What follows belongs to an exercise in optimizing a design on an open flow for small area; a production flow would make more cautious choices.
The RTL was checked by simulation tests, not by an equivalence proof against the original design.

==> v16: inputs <==
// omni_audio
module omni_audio (
    input             clk,
    input             rst,
    input             cmd_valid,
    output            cmd_ready,
    input      [4:0]  cmd_op,
    input      [15:0] cmd_arg0,
    input      [15:0] cmd_arg1,
    input      [15:0] cmd_arg2,
    input      [15:0] cmd_arg3,
    input      [15:0] cmd_arg4,
    input             cmd_kind,
    input      [2:0]  cmd_block,
    output            mem_req,
    output     [15:0] mem_addr,
    input             mem_ack,
    input      [7:0]  mem_rdata,
    output            chip_we,
    output     [7:0]  chip_reg,
    output     [7:0]  chip_val,
    output            chip_gen,
    input             chip_svalid,
    input      [15:0] chip_sample,
    output            pcm_valid,
    output     [15:0] pcm_data,
    output            resp_valid,
    output            resp_some,
    output     [15:0] resp_id
);
    localparam [31:0] STEP4 = 32'd596591;      
    localparam [4:0] OP_STARTUP  = 5'h01;
    localparam [4:0] OP_SHUTDOWN = 5'h02;
    localparam [4:0] OP_SETFX    = 5'h03;
    localparam [4:0] OP_SETMUS   = 5'h04;
    localparam [4:0] OP_PLAYFX   = 5'h05;
    localparam [4:0] OP_STOPFX   = 5'h06;
    localparam [4:0] OP_QUERYFX  = 5'h07;
    localparam [4:0] OP_STARTMUS = 5'h08;
    localparam [4:0] OP_STOPMUS  = 5'h09;
    localparam [4:0] OP_PRODUCE  = 5'h10;
    localparam [5:0] S_IDLE    = 6'd0;
    localparam [5:0] S_ACC     = 6'd1;
    localparam [5:0] S_STUP    = 6'd2;
    localparam [5:0] S_FXSTOP  = 6'd3;
    localparam [5:0] S_SEQSTOP = 6'd4;
    localparam [5:0] S_LOADSEQ = 6'd5;
    localparam [5:0] S_PRI     = 6'd6;
    localparam [5:0] S_INSADDR = 6'd7;
    localparam [5:0] S_INSRD   = 6'd8;
    localparam [5:0] S_LOADCH  = 6'd9;
    localparam [5:0] S_PLOAD   = 6'd10;
    localparam [5:0] S_PCHK    = 6'd11;
  ...
Settings: LEC_CHECK=0, CAP_MARGIN=20, CORE_MARGIN=2, CORE_UTILIZATION=60, CTS_BUF_LIST=sky130_fd_sc_hd__clkbuf_4, PLACE_DENSITY=0.75, SLEW_MARGIN=20; clock period 120.0 ns.
standard.sh (not shown) runs the stock make flow with config.mk's settings and CLKGATE_MAP_FILE= SYNTH_SCRIPT=/design/flow/synth_recipe.tcl, a recipe that flattens the netlist after the stock synthesis.
==> flow/flow/run.sh <==
#!/bin/bash
set -euo pipefail
export BUFFER_PORTS_ARGS="-buffer_cell sky130_fd_sc_hd__buf_1"
export CTS_ARGS="-sink_clustering_enable -repair_clock_nets -buf_list sky130_fd_sc_hd__clkbuf_4 -sink_clustering_size 10 -sink_clustering_max_diameter 40 -dont_use_dummy_load"
bash standard.sh > standard_flow.log 2>&1
==> v29: changes against v16 <==
==> flow/design.v (replaced) <==
module omni_audio (
    input             clk,
    input             rst,
    input             cmd_valid,
    output            cmd_ready,
    input      [4:0]  cmd_op,
    input      [15:0] cmd_arg0,
    input      [15:0] cmd_arg1,
    input      [15:0] cmd_arg2,
    input      [15:0] cmd_arg3,
    input      [15:0] cmd_arg4,
    input             cmd_kind,
    input      [2:0]  cmd_block,
    output            mem_req,
    output     [15:0] mem_addr,
    input             mem_ack,
    input      [7:0]  mem_rdata,
    output            chip_we,
    output     [7:0]  chip_reg,
    output     [7:0]  chip_val,
    output            chip_gen,
    input             chip_svalid,
    input      [15:0] chip_sample,
    output            pcm_valid,
    output     [15:0] pcm_data,
    output            resp_valid,
    output            resp_some,
    output     [15:0] resp_id
);
    localparam [31:0] STEP4 = 32'd596591;      
    localparam [4:0] OP_STARTUP  = 5'h01;
    localparam [4:0] OP_SHUTDOWN = 5'h02;
    localparam [4:0] OP_SETFX    = 5'h03;
    localparam [4:0] OP_SETMUS   = 5'h04;
    localparam [4:0] OP_PLAYFX   = 5'h05;
    localparam [4:0] OP_STOPFX   = 5'h06;
    localparam [4:0] OP_QUERYFX  = 5'h07;
    localparam [4:0] OP_STARTMUS = 5'h08;
    localparam [4:0] OP_STOPMUS  = 5'h09;
    localparam [4:0] OP_PRODUCE  = 5'h10;
    localparam [5:0] S_IDLE    = 6'd0;
    localparam [5:0] S_ACC     = 6'd1;
    localparam [5:0] S_STUP    = 6'd2;
    localparam [5:0] S_FXSTOP  = 6'd3;
    localparam [5:0] S_SEQSTOP = 6'd4;
    localparam [5:0] S_LOADSEQ = 6'd5;
    localparam [5:0] S_PRI     = 6'd6;
    localparam [5:0] S_INSADDR = 6'd7;
    localparam [5:0] S_INSRD   = 6'd8;
    localparam [5:0] S_LOADCH  = 6'd9;
    localparam [5:0] S_PLOAD   = 6'd10;
    localparam [5:0] S_PCHK    = 6'd11;
    localparam [5:0] S_SEQ     = 6'd13;
    localparam [5:0] S_SRD     = 6'd14;
    localparam [5:0] S_SINC    = 6'd15;
    localparam [5:0] S_SEQDEC  = 6'd16;
    localparam [5:0] S_URD     = 6'd17;
    localparam [5:0] S_UINC    = 6'd18;
    localparam [5:0] S_FMA0    = 6'd19;
    localparam [5:0] S_FMKEY   = 6'd20;
    localparam [5:0] S_GEN     = 6'd23;
    localparam [5:0] S_GW      = 6'd24;
    localparam [5:0] S_SEND    = 6'd25;
    localparam [5:0] S_SWIN    = 6'd26;
    localparam [5:0] S_SWOUT   = 6'd27;
    localparam [5:0] S_OSYNC   = 6'd32;
    localparam [5:0] S_OADD    = 6'd33;
    localparam [5:0] S_OSUB    = 6'd34;
    localparam [5:0] S_MSYNC   = 6'd36;
    localparam [5:0] S_MUL     = 6'd37;
    localparam [5:0] S_MUL15   = 6'd38;
    localparam [5:0] S_MULEND  = 6'd39;
    reg [5:0]  st;
    reg [3:0]  k;
    reg [4:0]  ph;
    reg [1:0]  fx;           
    reg        mus;
    reg        tmode;        
    reg [1:0]  quad;
    reg        sact;
    reg        act, lv;
    reg [7:0]  r_last;       
    reg        cf;           
    reg [2:0]  blk;
    reg        en, lvl;
    reg [7:0]  rbuf;
    reg        ackd;         
    reg        bf;           
    reg        pz;           
    reg        eqf;          
    reg        dz;           
    reg        c1, c2;       
    reg [15:0] r_rate, r_id, r_pri, r_cnt, r_pc, r_rem, r_send, r_sbase, r_dt, r_scur;
    reg [15:0] z_ptr;
    reg [31:0] acc, bnd;
    wire [3:0] bp    = ph[3:0];
    wire       wend  = (bp == 4'd15);
    wire       b0    = (bp == 4'd0);
    wire       is32  = st[5];
    wire       adv   = is32 ? (ph == 5'd31) : wend;
    wire a0b = cmd_arg0[bp];
    wire a1b = cmd_arg1[bp];
    wire a2b = cmd_arg2[bp];
    wire a3b = cmd_arg3[bp];
    wire a4b = cmd_arg4[bp];
    wire rate_o = r_rate[0];
    wire cnt_o  = r_cnt[0];
    wire pc_o   = r_pc[0];
    wire rem_o  = r_rem[0];
    wire send_o = r_send[0];
    wire sb_o   = r_sbase[0];
    wire dt_o   = r_dt[0];
    wire ptr_o  = z_ptr[0];
    wire scur_o = r_scur[0];
    wire uz  = (rbuf == 8'd0);       
    wire chg = !lv || cf;
    assign cmd_ready  = ((st == S_ACC) && wend) || ((st == S_IDLE) && !cmd_valid);
    assign resp_valid = (st == S_ACC) && wend && (cmd_op == OP_QUERYFX);
    assign resp_some  = act;
    assign resp_id    = {r_id[0], r_id[15:1]};
    assign mem_req  = ((st == S_INSRD) || (st == S_SRD) || (st == S_URD)) && !ackd;
    assign mem_addr = z_ptr;
    reg [3:0] ins_hi;
    always @(*) begin
        case (k[2:0])
            3'd0: ins_hi = 4'h2;
            3'd1: ins_hi = 4'h4;
            3'd2: ins_hi = 4'h6;
            3'd3: ins_hi = 4'h8;
            default: ins_hi = 4'hE;
        endcase
    end
    wire [7:0] ins_reg = {ins_hi, 2'b00, k[3], k[3]};
    wire [3:0] ins_ofs = {k[2:0], k[3]};
    wire rd_w = mem_ack && ((st == S_INSRD) || ((st == S_SRD) && (k[1:0] == 2'd1)));
    wire stopc = (cmd_op != OP_PRODUCE) || !act;    
    assign chip_we = rd_w ||
                     (wend && (((st == S_FXSTOP) && stopc && fx[1]) ||
                               ((st == S_SEQSTOP) && mus) ||
                               (st == S_FMA0) || (st == S_FMKEY) ||
                               ((st == S_LOADCH) && cmd_kind)));
    assign chip_reg = (st == S_INSRD)  ? ins_reg :
                      (st == S_SRD)    ? rbuf :
                      (st == S_FMA0)   ? 8'hA0 :
                      (st == S_LOADCH) ? 8'hC0 : 8'hB0;
    assign chip_val = ((st == S_INSRD) || (st == S_SRD)) ? mem_rdata :
                      (st == S_FMA0)  ? rbuf :
                      (st == S_FMKEY && !uz) ? {3'b001, blk, 2'b00} : 8'h00;
    assign chip_gen = (st == S_GEN) && wend;
    wire [15:0] tone_v  = !en ? 16'd0 : (lvl ? 16'd1000 : -16'sd1000);
    wire [16:0] mix_sum = {chip_sample[15], chip_sample} + {tone_v[15], tone_v};
    assign pcm_valid = (st == S_GW) && chip_svalid;
    assign pcm_data  = (fx == 2'd1) ? mix_sum[16:1] : chip_sample;
    wire c1i = b0 ? ((st == S_LOADSEQ) || (st == S_INSADDR) || (st == S_SEND) ? 1'b0 : 1'b1) : c1;
    wire c2i = b0 ? 1'b1 : c2;
    wire gt_n = (r_pri[0] & ~a1b) | (~(r_pri[0] ^ a1b) & (b0 ? 1'b0 : c2));
    wire [15:0] dval = tmode ? 16'd140 : 16'd35;       
    wire [15:0] dcon = tmode ? 16'd560 : 16'd140;
    wire [15:0] kcon = tmode ? 16'd1120 : 16'd280;
    wire d_b = dcon[bp];
    wire k_b = kcon[bp];
    reg rate_i, id_i, pri_i, cnt_i, pc_i, rem_i, send_i, sb_i, dt_i, ptr_i, scur_i;
    reg ptr_sh;
    reg c1n, c2n;
    always @(*) begin
        rate_i = rate_o; id_i = r_id[0]; pri_i = r_pri[0]; cnt_i = cnt_o;
        pc_i = pc_o; rem_i = rem_o; send_i = send_o; sb_i = sb_o; dt_i = dt_o;
        ptr_i = ptr_o; scur_i = scur_o; ptr_sh = 1'b0;
        c1n = c1i; c2n = c2i;
        case (st)
            S_STUP: rate_i = a0b;
            S_LOADCH: begin
                id_i = a0b; pri_i = a1b; rem_i = a3b;
                ptr_i = a2b; ptr_sh = 1'b1;
            end
            S_INSADDR: begin
                ptr_i = a4b ^ (ins_ofs[bp[1:0]] & (bp < 4'd4)) ^ c1i;
                c1n   = (a4b & (ins_ofs[bp[1:0]] & (bp < 4'd4))) |
                        (c1i & (a4b | (ins_ofs[bp[1:0]] & (bp < 4'd4))));
                ptr_sh = 1'b1;
            end
            S_LOADSEQ: begin
                sb_i = a2b; scur_i = a2b;
                send_i = a2b ^ a3b ^ c1i;
                c1n = (a2b & a3b) | (c1i & (a2b | a3b));
                dt_i = 1'b0;
            end
            S_PLOAD: pc_i = a3b;
            S_PRI: c2n = gt_n;
            S_PCHK: if (!pz && bf) cnt_i = rate_o;
            S_SEND: begin
                cnt_i = cnt_o ^ d_b ^ c1i;
                c1n   = (~cnt_o & d_b) | (~cnt_o & c1i) | (d_b & c1i);
                pc_i  = pc_o ^ c2i;
                c2n   = ~pc_o & c2i;
            end
            S_UINC: begin
                ptr_i = ptr_o ^ c1i; c1n = ptr_o & c1i; ptr_sh = 1'b1;
                rem_i = rem_o ^ c2i; c2n = ~rem_o & c2i;
            end
            S_SWIN, S_SWOUT: begin
                ptr_i = scur_o; ptr_sh = 1'b1;
                scur_i = ptr_o;
            end
            S_SINC: begin
                ptr_i = ptr_o ^ c1i; c1n = ptr_o & c1i; ptr_sh = 1'b1;
                if (k[1:0] == 2'd2 && !bp[3]) dt_i = rbuf[bp[2:0]];
                if (k[1:0] == 2'd3 &&  bp[3]) dt_i = rbuf[bp[2:0]];
            end
            S_SEQDEC: begin
                if (eqf) begin
                    scur_i = sb_o;
                    dt_i = 1'b0;
                end else begin
                    dt_i = dt_o ^ c1i; c1n = ~dt_o & c1i;
                end
            end
            default: ;
        endcase
    end
    wire        ph0    = (ph == 5'd0);
    wire        a_o    = acc[0];
    wire        b_o    = bnd[0];
    wire        r_b    = ph[4] ? 1'b0 : rate_o;
    wire        st_b   = STEP4[ph];
    wire        u_b    = rbuf[3'd7 - k[2:0]];    
    wire        d1     = ph0 ? 1'b0 : bnd[31];
    wire        d4     = (ph < 5'd4) ? 1'b0 : bnd[28];
    wire        o_sub  = (st == S_OSUB);
    reg         x_a, x_b, x_c;
    always @(*) begin
        x_a = a_o; x_b = 1'b0; x_c = ph0 ? 1'b0 : c1;
        case (st)
            S_OADD: x_b = st_b;
            S_OSUB: begin x_b = ~b_o; x_c = ph0 ? 1'b1 : c1; end
            S_MUL: begin x_a = (k == 4'd0) ? 1'b0 : d1; x_b = u_b & r_b; end
            S_MUL15: begin x_a = d4; x_b = ~a_o; x_c = ph0 ? 1'b1 : c1; end
            S_MULEND: begin x_a = 1'b0; x_c = 1'b0; end
            default: ;
        endcase
    end
    wire        a_n    = x_a ^ x_b ^ x_c;
    wire        a_cy   = (x_a & x_b) | (x_a & x_c) | (x_b & x_c);
    wire        a_wr   = (st == S_OADD) || (st == S_MUL) || (st == S_MUL15) ||
                         (st == S_MULEND) || o_sub;
    wire        a_in   = a_wr ? a_n : a_o;
    wire        b_in   = ((st == S_MUL) || (st == S_MUL15) || (st == S_MULEND)) ? a_o : b_o;
    wire        g_c    = ph0 ? 1'b1 : c2;
    wire        g_n    = (a_in & ~b_o) | (a_in & g_c) | (~b_o & g_c);
    wire accept = ((fx == 2'd1 && !cmd_kind) || (fx == 2'd2 && cmd_kind)) && !(act && gt_n);
    always @(posedge clk) begin
        ph     <= rst ? 5'd0 : ph + 5'd1;
        r_rate <= {rate_i, r_rate[15:1]};
        r_id   <= {id_i,   r_id[15:1]};
        r_pri  <= {pri_i,  r_pri[15:1]};
        r_cnt  <= {cnt_i,  r_cnt[15:1]};
        r_pc   <= {pc_i,   r_pc[15:1]};
        r_rem  <= {rem_i,  r_rem[15:1]};
        r_send <= {send_i, r_send[15:1]};
        r_sbase<= {sb_i,   r_sbase[15:1]};
        r_dt   <= {dt_i,   r_dt[15:1]};
        r_scur <= {scur_i, r_scur[15:1]};
        if (ptr_sh)  z_ptr  <= {ptr_i,  z_ptr[15:1]};
        r_last <= {(st == S_UINC) ? rbuf[bp[2:0]] : r_last[0], r_last[7:1]};
        cf     <= (b0 ? 1'b0 : cf) | (r_last[0] ^ rbuf[bp[2:0]]);
        c1 <= is32 ? a_cy : c1n;
        c2 <= is32 ? g_n  : c2n;
        acc <= {a_in, acc[31:1]};
        bnd <= {b_in, bnd[31:1]};
        if (st == S_SEND) bf <= (~cnt_o & k_b) | (~(cnt_o ^ k_b) & (b0 ? 1'b0 : bf));
        if (st == S_SEND || st == S_PLOAD) pz <= (b0 ? 1'b1 : pz) & ~pc_i;
        if (st == S_UINC) act <= (b0 ? 1'b0 : act) | rem_i;
        if (st == S_LOADSEQ || st == S_SINC)
            eqf <= (b0 ? 1'b1 : eqf) & ((st == S_LOADSEQ) ? (scur_i == send_i) : (ptr_i == send_o));
        if (st == S_LOADSEQ || st == S_SEQDEC || (st == S_SINC && k[1:0] == 2'd3))
            dz <= (b0 ? 1'b1 : dz) & ~dt_i;
        if (mem_ack)
            rbuf <= mem_rdata;
        if (mem_ack || chip_svalid)
            ackd <= 1'b1;
        else if (adv)
            ackd <= 1'b0;
        if (rst) begin
            st <= S_IDLE;
        end else if (adv) begin
            case (st)
            S_IDLE: if (cmd_valid) begin
                case (cmd_op)
                OP_STARTUP: st <= S_STUP;
                OP_SHUTDOWN, OP_SETFX, OP_STOPFX: st <= S_FXSTOP;
                OP_SETMUS, OP_STARTMUS, OP_STOPMUS: st <= S_SEQSTOP;
                OP_PLAYFX:  st <= S_PRI;
                OP_PRODUCE: st <= S_PLOAD;
                default:    st <= S_ACC;
                endcase
            end
            S_STUP: begin
                fx <= 2'd0; mus <= 1'b0; tmode <= 1'b0; en <= 1'b0; lvl <= 1'b0;
                sact <= 1'b0; act <= 1'b0; bf <= 1'b1;
                st <= S_ACC;
            end
            S_ACC: begin
                if (cmd_op == OP_SETFX)  fx  <= cmd_arg0[1:0];
                if (cmd_op == OP_SETMUS) mus <= cmd_arg0[0];
                st <= S_IDLE;
            end
            S_PRI: st <= accept ? S_FXSTOP : S_ACC;
            S_FXSTOP: begin
                if (stopc) begin
                    act <= 1'b0; lv <= 1'b0; en <= 1'b0;
                end
                k <= 4'd0;
                if (cmd_op == OP_PRODUCE)
                    st <= S_GEN;
                else if (cmd_op == OP_SHUTDOWN)
                    st <= S_SEQSTOP;
                else if (cmd_op == OP_PLAYFX)
                    st <= cmd_kind ? S_INSADDR : S_LOADCH;
                else
                    st <= S_ACC;
            end
            S_SEQSTOP: begin
                sact <= 1'b0;
                st <= (cmd_op == OP_STARTMUS && mus) ? S_LOADSEQ : S_ACC;
            end
            S_LOADSEQ: begin
                sact <= 1'b1;
                st <= S_ACC;
            end
            S_INSADDR: st <= S_INSRD;
            S_INSRD: if (ackd) begin
                k <= (k[2:0] == 3'd4) ? 4'b1000 : k + 4'd1;
                st <= (k == 4'b1100) ? S_LOADCH : S_INSADDR;
            end
            S_LOADCH: begin
                act <= 1'b1; lv <= 1'b0; blk <= cmd_block;
                st <= S_ACC;
            end
            S_PLOAD: st <= S_PCHK;
            S_PCHK: begin
                if (pz)
                    st <= S_ACC;
                else if (bf) begin
                    if (sact && !tmode) quad <= 2'd0;
                    tmode <= sact;
                    st <= sact ? S_SEQ : (act ? S_URD : S_GEN);
                end else
                    st <= S_GEN;
            end
            S_SEQ: begin
                k <= 4'd0;
                st <= (dz && !eqf) ? S_SWIN : S_SEQDEC;
            end
            S_SWIN:  st <= S_SRD;
            S_SWOUT: st <= S_SEQ;
            S_SRD: if (ackd) st <= S_SINC;
            S_SINC: begin
                k <= k + 4'd1;
                st <= (k[1:0] == 2'd3) ? S_SWOUT : S_SRD;
            end
            S_SEQDEC: begin
                eqf  <= 1'b0;           
                quad <= quad + 2'd1;
                st <= (quad == 2'd0 && act) ? S_URD : S_GEN;
            end
            S_URD: if (ackd) st <= S_UINC;
            S_UINC: begin
                k <= 4'd0;
                lv <= 1'b1;
                st <= S_FXSTOP;
                if (chg) begin
                    if (fx[1])
                        st <= uz ? S_FMKEY : S_FMA0;
                    else if (uz)
                        en <= 1'b0;
                    else
                        st <= S_MSYNC;
                end
            end
            S_FMA0:  st <= S_FMKEY;
            S_FMKEY: st <= S_FXSTOP;
            S_GEN: st <= S_GW;
            S_GW: if (ackd) st <= S_SEND;
            S_SEND: st <= en ? S_OSYNC : S_PCHK;
            S_OSYNC: st <= S_OADD;
            S_OADD: begin
                if (g_n) lvl <= ~lvl;
                st <= g_n ? S_OSUB : S_PCHK;
            end
            S_OSUB: st <= g_n ? S_OSUB : S_PCHK;
            S_MSYNC: st <= S_MUL;
            S_MUL: begin
                k <= k + 4'd1;
                if (k == 4'd7) st <= S_MUL15;
            end
            S_MUL15: st <= S_MULEND;
            S_MULEND: begin
                en <= 1'b1;
                st <= S_FXSTOP;
            end
            default: st <= S_IDLE;
            endcase
        end
    end
endmodule
==> flow/flow/run.sh (replaced) <==
#!/bin/bash
set -euo pipefail
here=$(pwd)
mkdir -p "$here/scripts"
for f in "$FLOW_HOME"/scripts/*; do
  ln -sfn "$f" "$here/scripts/"
done
rm -f "$here/scripts/abc_area.script"
cp "$here/flow/abc_area.script" "$here/scripts/abc_area.script"
export SCRIPTS_DIR="$here/scripts"
export ADDER_MAP_FILE=
export BUFFER_PORTS_ARGS="-buffer_cell sky130_fd_sc_hd__buf_1"
export CTS_ARGS="-sink_clustering_enable -repair_clock_nets -buf_list sky130_fd_sc_hd__clkbuf_4 -sink_clustering_size 10 -sink_clustering_max_diameter 40 -dont_use_dummy_load"
bash standard.sh > standard_flow.log 2>&1
==> flow/flow/abc_area.script (new file) <==
strash
dch
amap
topo
ABC_AREA = 1   (was default)
CORE_UTILIZATION = 70   (was 60)
PLACE_DENSITY = 0.85   (was 0.75)
==> metrics.sh <==
POWER.SHARE.CLOCK_PCT=29.0
CLOCK_NET_POWER_W=0.0000453
DESIGN.DIE.AREA_UM2=14900
CORE_AREA_UM2=13700
POST_LAYOUT_NONFILLER_INSTANCES=1360
MET2_WIRELENGTH_UM=14000
OUTCOME='timing/DRC/antenna clean'
SEQUENTIALPOWERSHARE_PCT=64.1
GRT_MAX_DEGREE=22
TOTALWIRELENGTH_UM=30200
Source of the figures above: v29

==> metrics.sh <==
OUTCOME='timing/DRC/antenna clean'
CORE_AREA_UM2=18800
POWER.SHARE.CLOCK_PCT=21.1
CLOCK_NET_POWER_W=0.0000432
RSZ0062_AT_GRT='false'
DESIGN.DIE.AREA_UM2=20500
WORST_SLEW_PIN_SLEW_PS=959
HOLD_START='r_dt[1]'
DPL-INSTANCE-AREA_UM2=12500
MET2_WIRELENGTH_UM=12600
Source of the figures above: v16

## port drivers added, routing unchanged
In the flow no input, the clock included, has a driving cell. The finished layouts below were timed again as built, in two steps.
Step 1 sets driving cells, clkbuf_16 on the clock port and buf_2 on the other inputs (assumed; they add their load-dependent delay and slew).
Step 2 times the ports against the registers' clock, not the clock port: input delays grow and output delays shrink by t, the midpoint of the rising clock arrivals with the driver on.
a / b / c = no drivers / after step 1 / after step 2; a / b = the first two.
run | t (ns) | setup slack, ns | slew at the worst register clock pin (ns)
v16 | 0.629 | 69.963 / 69.941 / 69.941 | 0.10 / 0.10
v29 | 0.665 | 68.505 / 68.480 / 68.480 | 0.11 / 0.11
After both steps every run listed still meets setup and hold. The setup slack of v29, which loses most, moves by -0.025 ns with the drivers and by -0.025 ns with both steps.
